Source: an optimization exercise on an open RTL-to-GDS flow (aim: small area). Production flows keep margins and buffers that such runs may drop.
At most, simulation tests tie the RTL to the original design; equivalence was not proved.
Function not checked in run 2: the RTL went through the layout flow alone.
Power figures rest on the tool's default switching activity, not on a simulated workload.

$ cat flow/config.mk
export PLATFORM = sky130hd
export DESIGN_NAME = veml6035_ctrl
export DESIGN_NICKNAME = veml6035_ctrl
export VERILOG_FILES = /design/flow/design.v
export SDC_FILE = /design/flow/constraint.sdc
export NUM_CORES = 4
export LEC_CHECK = 0
export CAP_MARGIN = 0
export CORE_MARGIN = 2
export CORE_UTILIZATION = 65
export PLACE_DENSITY = 0.8
export SLEW_MARGIN = 0
$ cat flow/flow/run.sh
#!/bin/bash
set -euo pipefail
export BUFFER_PORTS_ARGS="-buffer_cell sky130_fd_sc_hd__buf_1"
export CTS_ARGS="-sink_clustering_enable -repair_clock_nets -dont_use_dummy_load -buf_list sky130_fd_sc_hd__clkbuf_8 -sink_clustering_size 16 -sink_clustering_max_diameter 120"
bash standard.sh > layout.log 2>&1
$ cat flow/standard.sh
#!/bin/bash
# synth_recipe.tcl (not shown) runs the flow's synth.tcl, then flattens the netlist and writes it again
# the make line also repeats each setting of config.mk as NAME=value (left out here)
make -C /OpenROAD-flow-scripts/flow DESIGN_CONFIG=/design/flow/config.mk WORK_HOME=/design/flow/orfs CLKGATE_MAP_FILE= SYNTH_SCRIPT=/design/flow/synth_recipe.tcl "${@:-finish}"
$ cat flow/constraint.sdc
create_clock -name core_clock -period 35.0 [get_ports {clk}]
set_input_delay 7.0000 -clock core_clock [delete_from_list [all_inputs] [get_ports {clk}]]
set_output_delay 7.0000 -clock core_clock [all_outputs]
set_load 0.01 [all_outputs]
$ cat flow/design.v
module veml6035_ctrl (
  input         clk,
  input         rst,
  input         cmd_valid,
  input  [63:0] cmd_word,
  output        cmd_ready,
  output [2:0]  status,
  output [63:0] result,
  output [15:0] err,
  output [1:0]  state,
  output        tx_req,
  output [1:0]  tx_op,
  output [6:0]  tx_addr,
  output [1:0]  tx_len,
  output [23:0] tx_wdata,
  output        tx_stop,
  input         tx_ack,
  input  [7:0]  tx_rdata,
  input         tx_fail
);
  localparam ST_OK = 3'd0, ST_BUS = 3'd1, ST_IDM = 3'd2, ST_INV = 3'd3, ST_ILL = 3'd4,
             ST_NONE = 3'd7;
  localparam S_UNINIT = 2'd0, S_PROBING = 2'd1, S_CONFIGURED = 2'd2, S_FAILED = 2'd3;
  localparam [31:0] LENS_ONE = 32'h0001_0000;
  localparam PC_S0 = 5'd0,  PC_S1 = 5'd1,  PC_RW = 5'd2,  PC_WW = 5'd3,
             PC_ALS = 5'd4, PC_FLG = 5'd5, PC_FREL = 5'd7,
             PC_A0 = 5'd8,  PC_FIN = 5'd15, PC_B0 = 5'd16, PC_FFLG = 5'd31,    
             PC_L0 = 5'd24, PC_L1 = 5'd25, PC_R0 = 5'd26, PC_R1 = 5'd27,
             PC_FLENS = 5'd31;
  localparam E_IDLE = 3'd0, E_PRE = 3'd1, E_LUX = 3'd2, E_ADDW = 3'd3,
             E_ARITH = 3'd4, E_CLAMP = 3'd5, E_ROT = 3'd6;
  reg        running;
  reg [2:0]  status_r;      
  reg [58:0] rr;
  reg [7:0]  err_reg;
  reg [2:0]  err_step;
  reg [2:0]  err_cause;
  reg [1:0]  state_r;
  reg [31:0] lens;
  reg [23:0] W;
  reg [1:0]  top;
  reg [1:0]  polls;         
  reg [4:0]  pc;
  wire       treq;
  reg [57:0] P;
  reg [2:0]  eop;
  reg [5:0]  cnt;
  assign cmd_ready = !running;
  assign status    = running ? 3'd6 : status_r;
  assign result    = {{5{rr[58]}}, rr};    
  assign err       = {err_reg, 1'b0, err_step, 1'b0, err_cause};
  wire   probing   = running && (pc[4:3] == 2'b10);    
  assign state     = probing ? S_PROBING : state_r;
  assign tx_req    = treq;           
  assign tx_op     = top;
  assign tx_addr   = 7'h29;
  assign tx_len    = {(top != 2'd0) | wrp, top == 2'd0};
  assign tx_wdata  = {wr_p ? (P[15:0] | wconst) : W[23:8], keep_reg ? W[7:0] : sreg};
  assign tx_stop   = wrp;
  wire [3:0]  d_op   = cmd_word[3:0];
  wire [15:0] d_data = cmd_word[31:16];
  wire [31:0] d_arg  = cmd_word[63:32];
  wire z_reg  = (cmd_word[15:8] == 8'd0);
  wire z_data = (d_data == 16'd0);
  wire z_arg  = (d_arg == 32'd0);
  reg       d_legal;
  reg [4:0] d_pc;
  always @(*) begin
    d_pc = PC_FIN;
    case (d_op)
      4'h1:    begin d_legal = z_reg && z_data && z_arg; d_pc = PC_B0; end
      4'h2:    begin d_legal = z_data && z_arg;          d_pc = PC_RW; end
      4'h3:    begin d_legal = z_arg;                    d_pc = PC_WW; end
      4'h4:    begin d_legal = z_reg && z_data && z_arg; d_pc = PC_ALS; end
      4'h5:    begin d_legal = z_reg && z_data && z_arg; d_pc = PC_L0; end
      4'h6:    begin d_legal = z_reg && (d_data[15:1] == 15'd0) && z_arg; d_pc = PC_S0; end
      4'h7:    begin d_legal = z_reg && z_arg;           d_pc = PC_A0; end
      4'h8:    begin d_legal = z_reg && z_data && z_arg; d_pc = PC_FLG; end
      4'h9:    begin d_legal = z_reg && z_data && z_arg; d_pc = PC_FLENS; end
      4'hA:    d_legal = z_reg && z_data;
      4'hB:    begin d_legal = z_reg && z_data && z_arg; d_pc = PC_R0; end
      default: d_legal = 1'b0;
    endcase
    if (cmd_word[7:4] != 4'd0)
      d_legal = 1'b0;
  end
  wire d_inv = (d_op == 4'h7) && (d_data[15] || z_data);
  wire d_ok  = d_legal && !d_inv;
  function wr_of(input [4:0] p);
    wr_of = p == PC_S1 || p == PC_WW || p == PC_R1 || p == 5'd10 || p == 5'd11 ||
            p == 5'd12 || p == 5'd14 || (p[4:3] == 2'b10 && p[2:0] != 3'd2);
  endfunction
  wire pcfin = (pc[2:0] == 3'b111);
  wire wrp   = wr_of(pc);       
  reg [4:0] pc_next;
  always @(*) begin
    if (pc == PC_S1 || pc == PC_RW || pc == PC_WW || pc == PC_ALS || pc == PC_L1)
      pc_next = PC_FIN;
    else if (pc == PC_FLG)
      pc_next = PC_FFLG;
    else if (pc == PC_R1)
      pc_next = PC_FREL;
    else
      pc_next = {pc[4:3], pc[2:0] + 3'd1};    
  end
  reg [7:0]  sreg;
  reg        keep_reg;
  reg        wr_p;          
  reg [15:0] wconst;
  always @(*) begin
    keep_reg = (pc == PC_RW) || (pc == PC_WW);
    wr_p     = (pc[4:3] == 2'b10) || (pc == 5'd11) || (pc == 5'd12);
    wconst   = (pc == 5'd19) ? 16'h1000 : (pc == 5'd20) ? 16'hFFFF : 16'h0000;
    sreg = {5'd0,
            pc == PC_ALS || pc == 5'd8 || pc == PC_L1 || pc == PC_FLG || pc == 5'd18,
            pc == PC_FLG || pc == 5'd12 || pc == 5'd16 || pc == 5'd17 || pc == 5'd21 ||
              pc == 5'd18 || pc == 5'd22,
            pc == 5'd11 || pc == 5'd20 || pc == 5'd18 || pc == 5'd22};
  end
  reg rb_bit1;
  always @(*) begin
    case (pc)
      PC_S0:        rb_bit1 = W[8];
      5'd9, PC_R0:  rb_bit1 = 1'b0;
      5'd13:        rb_bit1 = 1'b1;
      default:      rb_bit1 = tx_rdata[1];
    endcase
  end
  wire [3:0] it = {tx_rdata[1:0], W[15:14]};
  wire [2:0] k_res = (it[3:2] == 2'b00) ? {1'b0, ~it[1:0]} :
                     (it[3:2] == 2'b11) ? 3'd5 : 3'd4;
  wire       kg    = ~tx_rdata[2];
  wire       ks    = tx_rdata[4];
  wire [3:0] ka;                        
  wire [3:0] kc;
  assign kc[0] = kg;
  assign ka[0] = k_res[0] ^ ks ^ kc[0];
  assign kc[1] = (k_res[0] & ks) | (kc[0] & (k_res[0] ^ ks));
  assign ka[1] = k_res[1] ^ ks ^ kc[1];
  assign kc[2] = (k_res[1] & ks) | (kc[1] & (k_res[1] ^ ks));
  assign ka[2] = k_res[2] ^ kc[2];
  assign kc[3] = k_res[2] & kc[2];
  assign ka[3] = kc[3];
  wire [3:0] kd    = {ka[3] ^ (ka[2] & ka[1] & ka[0]), ka[2] ^ (ka[1] & ka[0]), ka[1] ^ ka[0], ~ka[0]};
  wire [3:0] k_new = tx_rdata[3] ? ka : kd;    
  wire e_idle  = (eop == E_IDLE);
  wire e_whole = (eop == E_PRE) || (eop == E_LUX) || (eop == E_ADDW) || (eop == E_ROT);
  wire e_low   = (eop == E_ARITH) || (eop == E_CLAMP);
  wire c63     = (cnt == 6'd63);
  wire a_mul   = (eop == E_ARITH) && !cnt[5];
  wire a_div   = (eop == E_ARITH) && cnt[5];
  wire a_fin   = (eop == E_ARITH) && c63;
  wire [7:0] dt   = {P[38:32], P[31]};
  wire       dge  = dt[7] | (dt[6] & dt[5] & (dt[4] | dt[3] | dt[2]));    
  wire       dc3  = dt[2];
  wire       dc4  = dt[3] | dc3;
  wire       dc5  = dt[4] | dc4;
  wire       dc6  = dt[5] & dc5;
  wire [6:0] drem = dge ? {dt[6] ^ dc6, dt[5] ^ dc5, ~(dt[4] ^ dc4), ~(dt[3] ^ dc3), ~dt[2], dt[1:0]} :
                          dt[6:0];
  wire       pass = top[1];
  wire       dq   = pass ? dge : !dge;
  wire       rnz  = (drem != 7'd0);
  wire       inc  = (P[30:0] == 31'd0) && !dt[7] && !dt[6] &&
                    (!dt[5] || !dt[4] || !(dt[3] | dt[2] | dt[1]));    
  wire arm_pre = (pc == PC_A0) && (status_r == ST_OK);
  reg  mb;
  always @(*) begin
    case (eop)
      E_PRE:   mb = arm_pre && (cnt[3:0] == 4'd8) && (cnt[5] != cnt[4]);   
      E_LUX:   mb = !cnt[5] && lens[~cnt[4:0]];
      E_ADDW:  mb = (pc != PC_FFLG);
      E_ARITH: mb = a_mul ? P[38] : a_fin;
      default: mb = 1'b0;
    endcase
  end
  wire [15:0] bop  = mb ? W[23:8] : 16'd0;
  reg a0;
  always @(*) begin
    case (eop)
      E_PRE:     a0 = (status_r != ST_OK);
      E_ROT:     a0 = P[57];
      E_CLAMP:   a0 = pass & cnt[5] & cnt[4];
      E_ARITH:   a0 = a_div & dq;
      E_ADDW:    a0 = (pc == PC_FFLG) && (W[23] | W[22]);
      E_LUX:     a0 = (pc == PC_FLENS) && mb;
      default:   a0 = 1'b0;
    endcase
  end
  wire cin = a_fin && (pass ? inc : !rnz);
  wire [57:0] ash = {P[56:0], a0};
  wire [48:0] cy;
  wire [47:0] sm;
  assign cy[0] = cin;
  genvar gi;
  generate
    for (gi = 0; gi < 16; gi = gi + 1) begin : g_add
      assign sm[gi]   = ash[gi] ^ bop[gi] ^ cy[gi];
      assign cy[gi+1] = (ash[gi] & bop[gi]) | (ash[gi] & cy[gi]) | (bop[gi] & cy[gi]);
    end
    for (gi = 16; gi < 48; gi = gi + 1) begin : g_inc
      assign sm[gi]   = ash[gi] ^ cy[gi];
      assign cy[gi+1] = ash[gi] & cy[gi];
    end
  endgenerate
  wire [16:0] lo  = {cy[16], sm[15:0]};
  wire [31:0] mid = sm[47:16];
  wire [57:0] snext = {ash[57:48], mid, lo[15:0]};
  wire zhi = (P[31:16] == 16'd0);
  wire [6:0] ccy;
  wire [5:0] cnt1;                      
  assign ccy[0] = 1'b1;
  generate
    for (gi = 0; gi < 6; gi = gi + 1) begin : g_cnt
      assign cnt1[gi]  = cnt[gi] ^ ccy[gi];
      assign ccy[gi+1] = cnt[gi] & ccy[gi];
    end
  endgenerate
  wire e_last = (eop == E_LUX) ? (cnt[5] ? (cnt1[3:0] == W[3:0]) : (cnt[4:0] == 5'd31 && W[3:0] == 4'd0)) :
                c63;
  function [5:0] e_first(input [2:0] e, input p);
    case (e)
      E_ADDW:  e_first = 6'd63;
      E_ARITH: e_first = 6'd16;           
      E_ROT:   e_first = p ? 6'd48 : 6'd22;   
      default: e_first = 6'd0;
    endcase
  endfunction
  assign treq = running && e_idle && !pcfin && (status_r == ST_OK);
  wire ack = treq && tx_ack;
  reg  a_fail, a_done;
  always @(*) begin
    a_fail = 1'b0;
    a_done = 1'b0;
    if (ack) begin
      case (top)
        2'd0: begin
          if (wrp) begin
            if ((&tx_rdata[3:0]) || pc[4:3] == 2'b10 || pc == PC_R1) a_done = 1'b1;
            else a_fail = 1'b1;
          end else if (!(tx_rdata[0] && tx_rdata[1]))
            a_fail = 1'b1;
        end
        2'd1: a_fail = tx_fail || (tx_rdata != 8'd2);
        2'd2: a_fail = (tx_rdata < 8'd2) && (polls == 2'd3);
        default: a_done = polls[0];
      endcase
    end
  end
  wire a_idm = a_done && (pc == 5'd18) && (W[15:8] != 8'h83);
  reg [2:0] e_start;
  always @(*) begin
    e_start = E_IDLE;
    if ((a_fail && pc != PC_R0) || a_idm)
      e_start = E_PRE;                  
    else if (a_done && (pc == PC_RW || pc == PC_ALS || pc == PC_FLG))
      e_start = E_ADDW;
    else if (a_done && pc == PC_L1)
      e_start = E_LUX;
    else if (a_done && pc == 5'd8)
      e_start = E_ARITH;                
    else if (a_done && pc == 5'd11)
      e_start = E_ROT;                  
    else if (ack && !a_fail && pc == 5'd9) begin
      if (top == 2'd0)
        e_start = zhi ? E_ROT : E_CLAMP;   
      else if (top == 2'd1)
        e_start = E_ARITH;              
      else if (top == 2'd2 && polls == 2'd0 && !zhi)
        e_start = E_CLAMP;              
    end
  end
  wire complete = running && e_idle &&
                  (pcfin || status_r == ST_BUS || status_r == ST_IDM);
  always @(posedge clk) begin
    if (e_whole)
      P <= snext;
    else if (e_low)
      P[38:0] <= {(a_div ? (a_fin ? 7'd0 : drem) : snext[38:32]), snext[31:0]};
    if (rst) begin
      running   <= 1'b0;
      status_r  <= ST_NONE;
      rr        <= 59'd0;
      err_reg   <= 8'd0;
      err_step  <= 3'd0;
      err_cause <= 3'd0;
      state_r   <= S_UNINIT;
      lens      <= LENS_ONE;
      eop       <= E_IDLE;
    end else begin
      if (e_start != E_IDLE) begin
        eop <= e_start;
        cnt <= e_first(e_start, e_start == E_ROT ? pc == 5'd11 : 1'b0);
      end else if (!e_idle) begin
        cnt <= cnt1;
        if (e_last) begin
          if (eop == E_PRE && pc == PC_FLENS && status_r == ST_OK) begin
            eop <= E_LUX;
            cnt <= 6'd0;
          end else if (eop == E_CLAMP && !pass) begin
            eop <= E_ROT;
            cnt <= 6'd22;
          end else
            eop <= E_IDLE;
        end
      end
      if (!running && cmd_valid) begin
        running  <= 1'b1;
        status_r <= !d_legal ? ST_ILL : d_inv ? ST_INV : ST_OK;
        pc       <= d_ok ? d_pc : PC_FIN;
        if (d_ok && d_op == 4'hA)
          lens <= d_arg;
        W        <= cmd_word[31:8];
        top      <= 2'd0;
        eop      <= E_PRE;
        cnt      <= 6'd0;
      end
      if (ack) begin
        case (top)
          2'd0: if (!wrp && !a_fail) top <= 2'd1;
          2'd1: begin
            polls[0] <= tx_fail;
            if (!a_fail) begin
              top   <= 2'd2;
              polls <= 2'd0;
            end
          end
          2'd2: begin
            if (tx_rdata >= 8'd2) begin
              top      <= 2'd3;
              polls[0] <= 1'b0;
            end else if (!a_fail)
              polls <= polls + 2'd1;
          end
          default: begin
            if (!polls[0]) begin
              W[15:8]  <= {tx_rdata[7:2], rb_bit1, tx_rdata[0]};
              polls[0] <= 1'b1;
            end else begin
              W[23:16] <= tx_rdata;
              if (pc == PC_L0)
                W[3:0] <= k_new;
            end
          end
        endcase
        if (a_fail) begin
          if (pc == PC_R0)
            pc <= PC_FREL;
          else
            status_r <= ST_BUS;
        end else if (a_idm) begin
          status_r <= ST_IDM;
        end else if (a_done) begin
          pc  <= pc_next;
          top <= 2'd0;
        end
      end
      if (complete) begin
        running <= 1'b0;
        rr      <= {status_r != ST_OK, P};
        if (status_r == ST_BUS) begin
          err_reg   <= tx_wdata[7:0];
          err_step  <= (pc[4:3] != 2'b00) ? pc[2:0] : {2'b00, pc == PC_S1};
          err_cause <= (top == 2'd0) ? (wrp ? 3'd1 : 3'd2) :
                       (top == 2'd1) ? (polls[0] ? 3'd3 : 3'd4) : 3'd5;
        end else if (status_r == ST_IDM) begin
          err_reg   <= 8'h07;
          err_step  <= 3'd2;
          err_cause <= 3'd6;
        end else begin
          err_reg   <= 8'd0;
          err_step  <= 3'd0;
          err_cause <= 3'd0;
        end
        if (probing)
          state_r <= (status_r == ST_OK) ? S_CONFIGURED : S_FAILED;
        if (pc == PC_FREL)
          state_r <= S_UNINIT;
        if ((probing && status_r == ST_OK) || pc == PC_FREL)
          lens <= LENS_ONE;
      end
    end
  end
endmodule
==> run_results.csv, run 1 <==
group,metric,value,unit
run,cap_violations,0,
synth,yosysWarnings,1,
cts,clockBufferDepth,3,
critical_path,critPathKind,"register to register",
floorplanning,core,17200,um2
finish,fillCellCount,1385,
finish,top_register,"rr",
synth,synthArstFlopShare,0,%
power_and_ir_drop,power_switching,128,uW
cts,cts_resized,0,
power_and_ir_drop,p_int,337,uW
outcome,status,"complete, no violations",
floorplanning,initial_core_util,66.1,%
floorplanning,dieArea,18500,um2
cts,numCtsBuffers,17,
grt,grt_use_total,30.7,%
synth,synth.top_cell.area_share,25.7,%
detailed_routing,via_count,9584,
power_and_ir_drop,seqPwrFrac,61.1,%
placement,dp_hpwl,21200,um
synth,yosys-mux-area-fraction,6.77,%
finish,top_regs,"rr x59, P x58, lens x32",
power_and_ir_drop,power.leakage,0.00470,uW
worst_hold_path,hold_start,"P[49]",
cts,clk_pin_slew,100,ps
synth,synth_cells,1212,
synth,synth_top_family_by_area,"simple AND/OR/NAND/NOR gates",
synth,synth_flop_cell,"dfxtp_1",
cts,cts_setup_buffers,0,
cts,htreeDepth,1,
timing,worst_slew_pin_slew,1230,ps
synth,syn_area,11300,um2
power_and_ir_drop,swShare,27.5,%
critical_path,cp.arrival,15850,ps
finish,fin_nets,1508,
critical_path,slowest_stage,"edfxtp_1",
synth,synth_fa_ha_area_share,9.13,%
detailed_routing,drt_iter0_drc,867,
critical_path,timing.rr.end,"P[47]",
synth,yosysTopAreaCell,"edfxtp_1",
critical_path,max_stage_delay,750,ps
floorplanning,die_y,136,um
grt,antenna_found_initial,0,
cts,insertion_delay,520,ps
critical_path,rr_startpoint,"cnt[0]",
timing,setup_viol,0,
finish,layout_commonest_cell,"buf_1",
detailed_routing,routed_via_density,6.06,
placement,io_buffers,190,
critical_path,critPathLaunchType,"register",
finish,drive_gt1_share,5.01,%
critical_path,crit_top_cell,"ha_1",
synth,ys_seq_area_share,45.8,%
synth,synth-compound-area-share,12.2,%
cts,clock-sinks,211,
floorplanning,die_x,136,um
cts,cts_tree,"built",
cts,hold_buffers,0,
synth,ys_top_cells_by_area,"edfxtp_1 (26%), dfxtp_1 (20%), nand2_1 (6.1%), ha_1 (6.0%), a21oi_1 (5.6%)",
timing,grt_setup_unrepaired,"no",
detailed_routing,wirelength,28600,um
timing,fmax,0.0642,GHz
grt,grt_max_degree,69,
detailed_routing,wire_per_inst,18.1,um
worst_hold_path,min_to,"P[50]",
worst_hold_path,holdCritPathClass,"register to register",
synth,yosys.area_share.simple,20.7,%
floorplanning,rows,48,
timing,fin_setup_tns,0,ps
cts,cts_root_buf,"clkbuf_8",
power_and_ir_drop,clkPwrFrac,25.8,%
timing,min_period,15570,ps
critical_path,rrSetupSlack,19430,ps
timing,fin_crit_sh,44.5,%
timing,relSlewSlack,17.3,%
detailed_routing,drc,0,
synth,synthXorXnorAreaFrac,0.849,%
grt,overflow,0,
synth,synth_cell_types,71,
critical_path,worst-path-max-fanout,17,
grt,grt_pass1_wl,45100,um
finish,largest_reg_flops,59,
critical_path,endpoint_kind,"register",
power_and_ir_drop,p_total,464,uW
power_and_ir_drop,p_comb_share,13.1,%
placement,gp_congestion,0.982,
critical_path,r2r_cells,57,
power_and_ir_drop,ir_drop,0.0292,mV
floorplanning,ios,200,
critical_path,cp.required,35290,ps
synth,avgSynthCellArea,9.36,um2
detailed_routing,ant_nets,0,
timing,slew_viol_final,0,
timing,clock_skew,80.8,ps
synth,synth-seq-cells,211,
power_and_ir_drop,power.density,37.6,nW/um2
detailed_routing,drt-pass1-iter-count,5,
timing,hold_viol,0,
grt,grt_pass1_vias,8714,
finish,layout_common_cells,"buf_1 (189), nand2_1 (183), nor2_1 (130)",
finish,num_antenna_cells,0,
synth,synth_edf_count,97,
finish,area_delta_synth_final,8.84,%
worst_hold_path,hold_depth,0,
## metal layers
metal,share of wire (%),track usage [%],wire [um],vias to the layer above
li1,-,-,-,4566
met2,46,47.7,13200,439
met1,43,44.9,12300,4528
met5,0,0,0,-
met3,8.4,4.81,2390,51
met4,2.4,8.33,684,0
## synthesized netlist by cell type, drive strengths merged (7+ instances only)
cell,instances
a211oi,12
a21oi,128
a31oi,11
and2,9
buf,21
clkbuf,58
dfxtp,114
edfxtp,97
fa,18
ha,54
inv,40
mux2i,52
mux4,10
nand2,183
nand2b,14
nand3,30
nand4,15
nor2,131
nor2b,23
nor3,22
nor4,30
o211ai,7
o21ai,34
o22ai,8
or2,8
xnor2,7
## metrics by stage
stage | hold WS [ps] | util, % | cells | setup slack (ps) | instance area [um2]
2_1_floorplan | 426 | - | 1219 | 19790 | 11400
3_3_place_gp | 433 | 70.5 | 1565 | 19750 | 12100
3_5_place_dp | 438 | 70.5 | 1565 | 19410 | 12100
4_1_cts | 453 | 71.9 | 1582 | 19410 | 12300
5_1_grt | 462 | 71.9 | 1582 | 18790 | 12300
6_report | 454 | 71.9 | 1582 | 19430 | 12300
## area by class of cell
cell class / count / area [um2] / share of cell area [%]
Sequential cell: 211 / 5190 / 42.1
Clock buffer: 17 / 234 / 1.89
Tap cell: 225 / 282 / 2.28
Multi-Input combinational cell: 889 / 5700 / 46.2
Timing Repair Buffer: 200 / 790 / 6.39
Inverter: 40 / 150 / 1.22
## worst max-delay path by stage
| stage | start | to | slack, ps | cells past startpoint |
|---|---|---|---|---|
| after CTS | cnt[0] | P[47] | 19410 | 57 |
| final | cnt[0] | P[47] | 19430 | 57 |
| after global routing | cnt[0] | P[47] | 18790 | 57 |
| after detailed placement | cnt[0] | P[47] | 19410 | 57 |
| after floorplan | cnt[0] | P[47] | 19790 | 58 |
| after global placement | cnt[0] | P[47] | 19750 | 57 |
## worst max-delay path: cells and delay by family (launching register included)
family,cells,cell delay [ps]
compound gates,1,220
buf+inv,2,320
mux,3,1320
flops,1,750
xor+xnor,1,140
simple gates,3,260
fa+ha+maj,47,12340
## power by group through the flow
stage | Combinational (uW) | Clock (uW) | Sequential [uW]
final | 60.8 | 120 | 284
after global routing | 67.7 | 129 | 285
after CTS | 60.2 | 122 | 283
after detailed placement | 59.9 | 0 | 289
after global placement | 58.6 | 0 | 289
after floorplan | 42.4 | 0 | 284
## cell families after synthesis
group / Yosys count
AND/OR/NAND/NOR: 498
AO/OA/AOI/OAI: 235
flip-flops: 211
buffers and inverters: 119
adder cells (fa/ha/maj): 72
multiplexers: 64
XOR/XNOR: 11
other: 2
==> run 2: changes to the inputs <==
--- a/flow/design.v
+++ b/flow/design.v
@@ -26,3 +26,3 @@
              PC_ALS = 5'd4, PC_FLG = 5'd5, PC_FREL = 5'd7,
-             PC_A0 = 5'd8,  PC_FIN = 5'd15, PC_B0 = 5'd16, PC_FFLG = 5'd31,    
+             PC_A0 = 5'd8,  PC_FIN = 5'd15, PC_B0 = 5'd16, PC_FFLG = 5'd23,
              PC_L0 = 5'd24, PC_L1 = 5'd25, PC_R0 = 5'd26, PC_R1 = 5'd27,
@@ -51,4 +51,3 @@
   assign err       = {err_reg, 1'b0, err_step, 1'b0, err_cause};
-  wire   probing   = running && (pc[4:3] == 2'b10);    
-  assign state     = probing ? S_PROBING : state_r;
+  assign state     = state_r;
   assign tx_req    = treq;           
@@ -272,4 +271,3 @@
   end
-  wire complete = running && e_idle &&
-                  (pcfin || status_r == ST_BUS || status_r == ST_IDM);
+  wire complete = running && e_idle && !treq;
   always @(posedge clk) begin
@@ -310,2 +308,4 @@
         pc       <= d_ok ? d_pc : PC_FIN;
+        if (d_ok && d_op == 4'h1)
+          state_r <= S_PROBING;
         if (d_ok && d_op == 4'hA)
@@ -360,11 +360,8 @@
         rr      <= {status_r != ST_OK, P};
-        if (status_r == ST_BUS) begin
+        if (!status_r[2] && (status_r[1] ^ status_r[0])) begin
           err_reg   <= tx_wdata[7:0];
           err_step  <= (pc[4:3] != 2'b00) ? pc[2:0] : {2'b00, pc == PC_S1};
-          err_cause <= (top == 2'd0) ? (wrp ? 3'd1 : 3'd2) :
+          err_cause <= status_r[1] ? 3'd6 :
+                       (top == 2'd0) ? (wrp ? 3'd1 : 3'd2) :
                        (top == 2'd1) ? (polls[0] ? 3'd3 : 3'd4) : 3'd5;
-        end else if (status_r == ST_IDM) begin
-          err_reg   <= 8'h07;
-          err_step  <= 3'd2;
-          err_cause <= 3'd6;
         end else begin
@@ -374,3 +371,3 @@
         end
-        if (probing)
+        if (state_r == S_PROBING)
           state_r <= (status_r == ST_OK) ? S_CONFIGURED : S_FAILED;
@@ -378,3 +375,3 @@
           state_r <= S_UNINIT;
-        if ((probing && status_r == ST_OK) || pc == PC_FREL)
+        if ((state_r == S_PROBING && status_r == ST_OK) || pc == PC_FREL)
           lens <= LENS_ONE;
==> flow/flow/run.sh (replaced) <==
#!/bin/bash
set -euo pipefail
export BUFFER_PORTS_ARGS="-buffer_cell sky130_fd_sc_hd__buf_1"
export CTS_ARGS="-sink_clustering_enable -repair_clock_nets -dont_use_dummy_load -buf_list sky130_fd_sc_hd__clkbuf_8 -sink_clustering_size 14 -sink_clustering_max_diameter 110"
bash standard.sh > layout.log 2>&1
--- a/flow/config.mk
+++ b/flow/config.mk
@@ -9,4 +9,4 @@
 export CORE_MARGIN = 2
-export CORE_UTILIZATION = 65
-export PLACE_DENSITY = 0.8
+export CORE_UTILIZATION = 50
+export PLACE_DENSITY = 0.7
 export SLEW_MARGIN = 0
==> run 2 against run 1 <==
  * Non-clock buffer count down 3
  * Final cell count increased by 3.4%
  * Critical path depth fell by 1
  * Synthesized area is 0.90% higher
  * Die area up 30%
  * Setup slack worse by 510 ps
  * Critical endpoint unchanged
  * Highest routed layer unchanged
==> run_results.csv, run 2 <==
group,metric,value,unit
outcome,status,"complete, no violations",
floorplanning,ios,200,
cts,clockBufferDepth,3,
finish,layout_common_cells,"nand2_1 (203), buf_1 (189), nor2_1 (125)",
cts,clock-sinks,211,
power_and_ir_drop,power.density,38.4,nW/um2
timing,min_period,16080,ps
cts,cts_setup_buffers,0,
synth,avgSynthCellArea,9.48,um2
power_and_ir_drop,p_int,345,uW
synth,synth_cell_types,83,
floorplanning,core,22600,um2
finish,top_register,"rr",
critical_path,cp.arrival,16360,ps
grt,grt_max_degree,72,
placement,gp_congestion,0.961,
placement,dp_hpwl,21800,um
synth,ys_top_cells_by_area,"edfxtp_1 (25%), dfxtp_1 (20%), nand2_1 (6.7%), ha_1 (6.1%), a21oi_1 (4.2%)",
floorplanning,die_y,155,um
critical_path,crit_top_cell,"ha_1",
power_and_ir_drop,power_switching,136,uW
synth,synthArstFlopShare,0,%
grt,antenna_found_initial,0,
placement,io_buffers,190,
timing,relSlewSlack,17.2,%
synth,synth-seq-cells,211,
cts,cts_resized,0,
critical_path,cp.required,35290,ps
grt,grt_pass1_vias,8661,
critical_path,slowest_stage,"a211oi_2",
finish,fin_nets,1504,
timing,fmax,0.0622,GHz
cts,numCtsBuffers,19,
timing,clock_skew,60.7,ps
detailed_routing,via_count,9445,
synth,ys_seq_area_share,45.4,%
cts,cts_tree,"built",
synth,yosysMostFrequentCell,"nand2_1",
cts,cts_root_buf,"clkbuf_8",
grt,grt_pass1_wl,46500,um
critical_path,worst-path-max-fanout,17,
timing,slew_viol_final,0,
synth,synth.top_cell.area_share,25.4,%
grt,met1_usage,33.5,%
grt,grt_busiest_layer,"met2",
finish,largest_reg_flops,59,
floorplanning,dieArea,24100,um2
finish,drive_gt1_share,4.81,%
power_and_ir_drop,swShare,28.3,%
detailed_routing,ant_nets,0,
timing,grt_setup_unrepaired,"no",
critical_path,max_stage_delay,840,ps
floorplanning,initial_core_util,50.7,%
floorplanning,rows,55,
cts,htreeDepth,1,
synth,yosysWarnings,1,
finish,utilization,55.5,%
timing,fin_setup_tns,0,ps
cts,clk_pin_slew,100,ps
synth,yosysTopAreaCell,"edfxtp_1",
detailed_routing,drt_iter0_drc,619,
critical_path,critPathLaunchType,"register",
synth,syn_area,11400,um2
floorplanning,die_x,155,um
finish,area_delta_synth_final,9.45,%
run,cap_violations,0,
critical_path,endpoint_kind,"register",
detailed_routing,drc,0,
power_and_ir_drop,seqPwrFrac,59.4,%
power_and_ir_drop,power.leakage,0.00452,uW
cts,hold_buffers,0,
timing,worst_slew_pin_slew,1240,ps
placement,place_ws,18810,ps
timing,setup_viol,0,
power_and_ir_drop,clkPwrFrac,26.6,%
finish,layout_commonest_cell,"nand2_1",
synth,synth_commonest_cells,"nand2_1 (203), nor2_1 (126), dfxtp_1 (114), a21oi_1 (97), edfxtp_1 (97)",
synth,synth_edf_count,97,
worst_hold_path,holdCritPathClass,"register to register",
synth,synth_cells,1208,
timing,hold_viol,0,
finish,num_antenna_cells,0,
critical_path,critPathKind,"register to register",
timing,fin_crit_sh,45.9,%
finish,top_regs,"rr x59, P x58, lens x32",
detailed_routing,wire_per_inst,18.1,um
timing,fin_ws,18920,ps
grt,grtUsageMet3,3.65,%
grt,grt.met2_usage,38.4,%
cts,insertion_delay,540,ps
detailed_routing,wirelength,29700,um
synth,synth_flop_cell,"dfxtp_1",
grt,grt_use_total,24.0,%
detailed_routing,drt-pass1-iter-count,5,
power_and_ir_drop,ir_drop,0.0295,mV
detailed_routing,routed_via_density,5.77,
power_and_ir_drop,p_comb_share,14.1,%
grt,overflow,0,
run 2: area by class of cell:
cell class | count | area (um2)
Multi-Input combinational cell | 888 | 5820
Tap cell | 285 | 357
Fill cell | 2116 | 10000
Clock buffer | 19 | 262
Timing Repair Buffer | 197 | 767
Inverter | 36 | 135
Sequential cell | 211 | 5190
run 2: power by group through the flow:
stage | clock [uW] | combinational (uW) | sequential [uW]
5_1_grt | 140 | 75.5 | 288
3_3_place_gp | 0 | 66.1 | 291
3_5_place_dp | 0 | 67.2 | 291
4_1_cts | 132 | 67.5 | 286
2_1_floorplan | 0 | 46.1 | 287
6_report | 128 | 67.6 | 286
run 2: layer usage:
layer | part of all wire [%] | up-vias
met3 | 6.7 | 50
met4 | 2.8 | 0
li1 | - | 4581
met5 | 0 | -
met2 | 46 | 336
met1 | 45 | 4478
run 2: worst paths after layout:
kind / startpoint / endpoint / slack (ps) / cells after the start
setup / recovery: cnt[0] / P[47] / 18920 / 56
hold / removal: P[54] / P[55] / 450 / 0
setup reg to reg: cnt[0] / P[47] / 18920 / 56
hold reg to reg: P[54] / P[55] / 450 / 0
run 2: cell families (layout without fill, tap and decap cells):
logic type / Yosys count / in the layout / synth area share, %
AOI/OAI and AO/OA: 259 / 259 / 14.7
xor gates and xnor gates: 11 / 11 / 0.842
adders and majority gates: 74 / 74 / 9.27
buffers and inverters: 116 / 252 / 4.50
DFF: 211 / 211 / 45.4
muxes: 52 / 52 / 5.65
other: 2 / 9 / 0.0656
and+or+nand+nor: 483 / 483 / 19.6
run 2: critical path, delay by kind of cell (launching register included):
| family | cells | cell delay [ps] |
|---|---|---|
| mux | 3 | 1270 |
| compound gates | 2 | 1100 |
| flops | 1 | 790 |
| xor+xnor | 1 | 150 |
| fa+ha+maj | 47 | 12290 |
| buf+inv | 1 | 50 |
| simple gates | 2 | 180 |
run 2: metrics by stage:
stage,cell area [um2],hold WS [ps],cells,total power (uW)
after global routing,12500,473,1636,503
after detailed placement,12300,433,1617,358
final,12500,455,1636,481
after global placement,12300,433,1617,357
after CTS,12500,457,1636,485
after floorplan,11500,426,1215,333

## port drivers added, routing unchanged
How much do the figures lean on ideal ports? The routed layouts below were timed once more, with nothing changed but the port constraints. Step 1 (the two cells are an assumption about what drives the block):
set clk [get_ports {clk}]
set_driving_cell -lib_cell sky130_fd_sc_hd__clkbuf_16 $clk
set_driving_cell -lib_cell sky130_fd_sc_hd__buf_2 [delete_from_list [all_inputs] $clk]
Step 2 also shifts input and output timing later by t, the mid clock arrival at the registers, as if the neighbouring blocks saw the same clock. a / b / c = ideal / step 1 / step 2; a / b = the first two.
run	t (ns)	slack for setup (ns)	clock arrival spread, ns
run 1	0.525	19.433 / 19.433 / 19.433	0.081 / 0.081
run 2	0.555	18.922 / 18.922 / 18.922	0.060 / 0.061
After both steps every run listed still meets setup and hold.
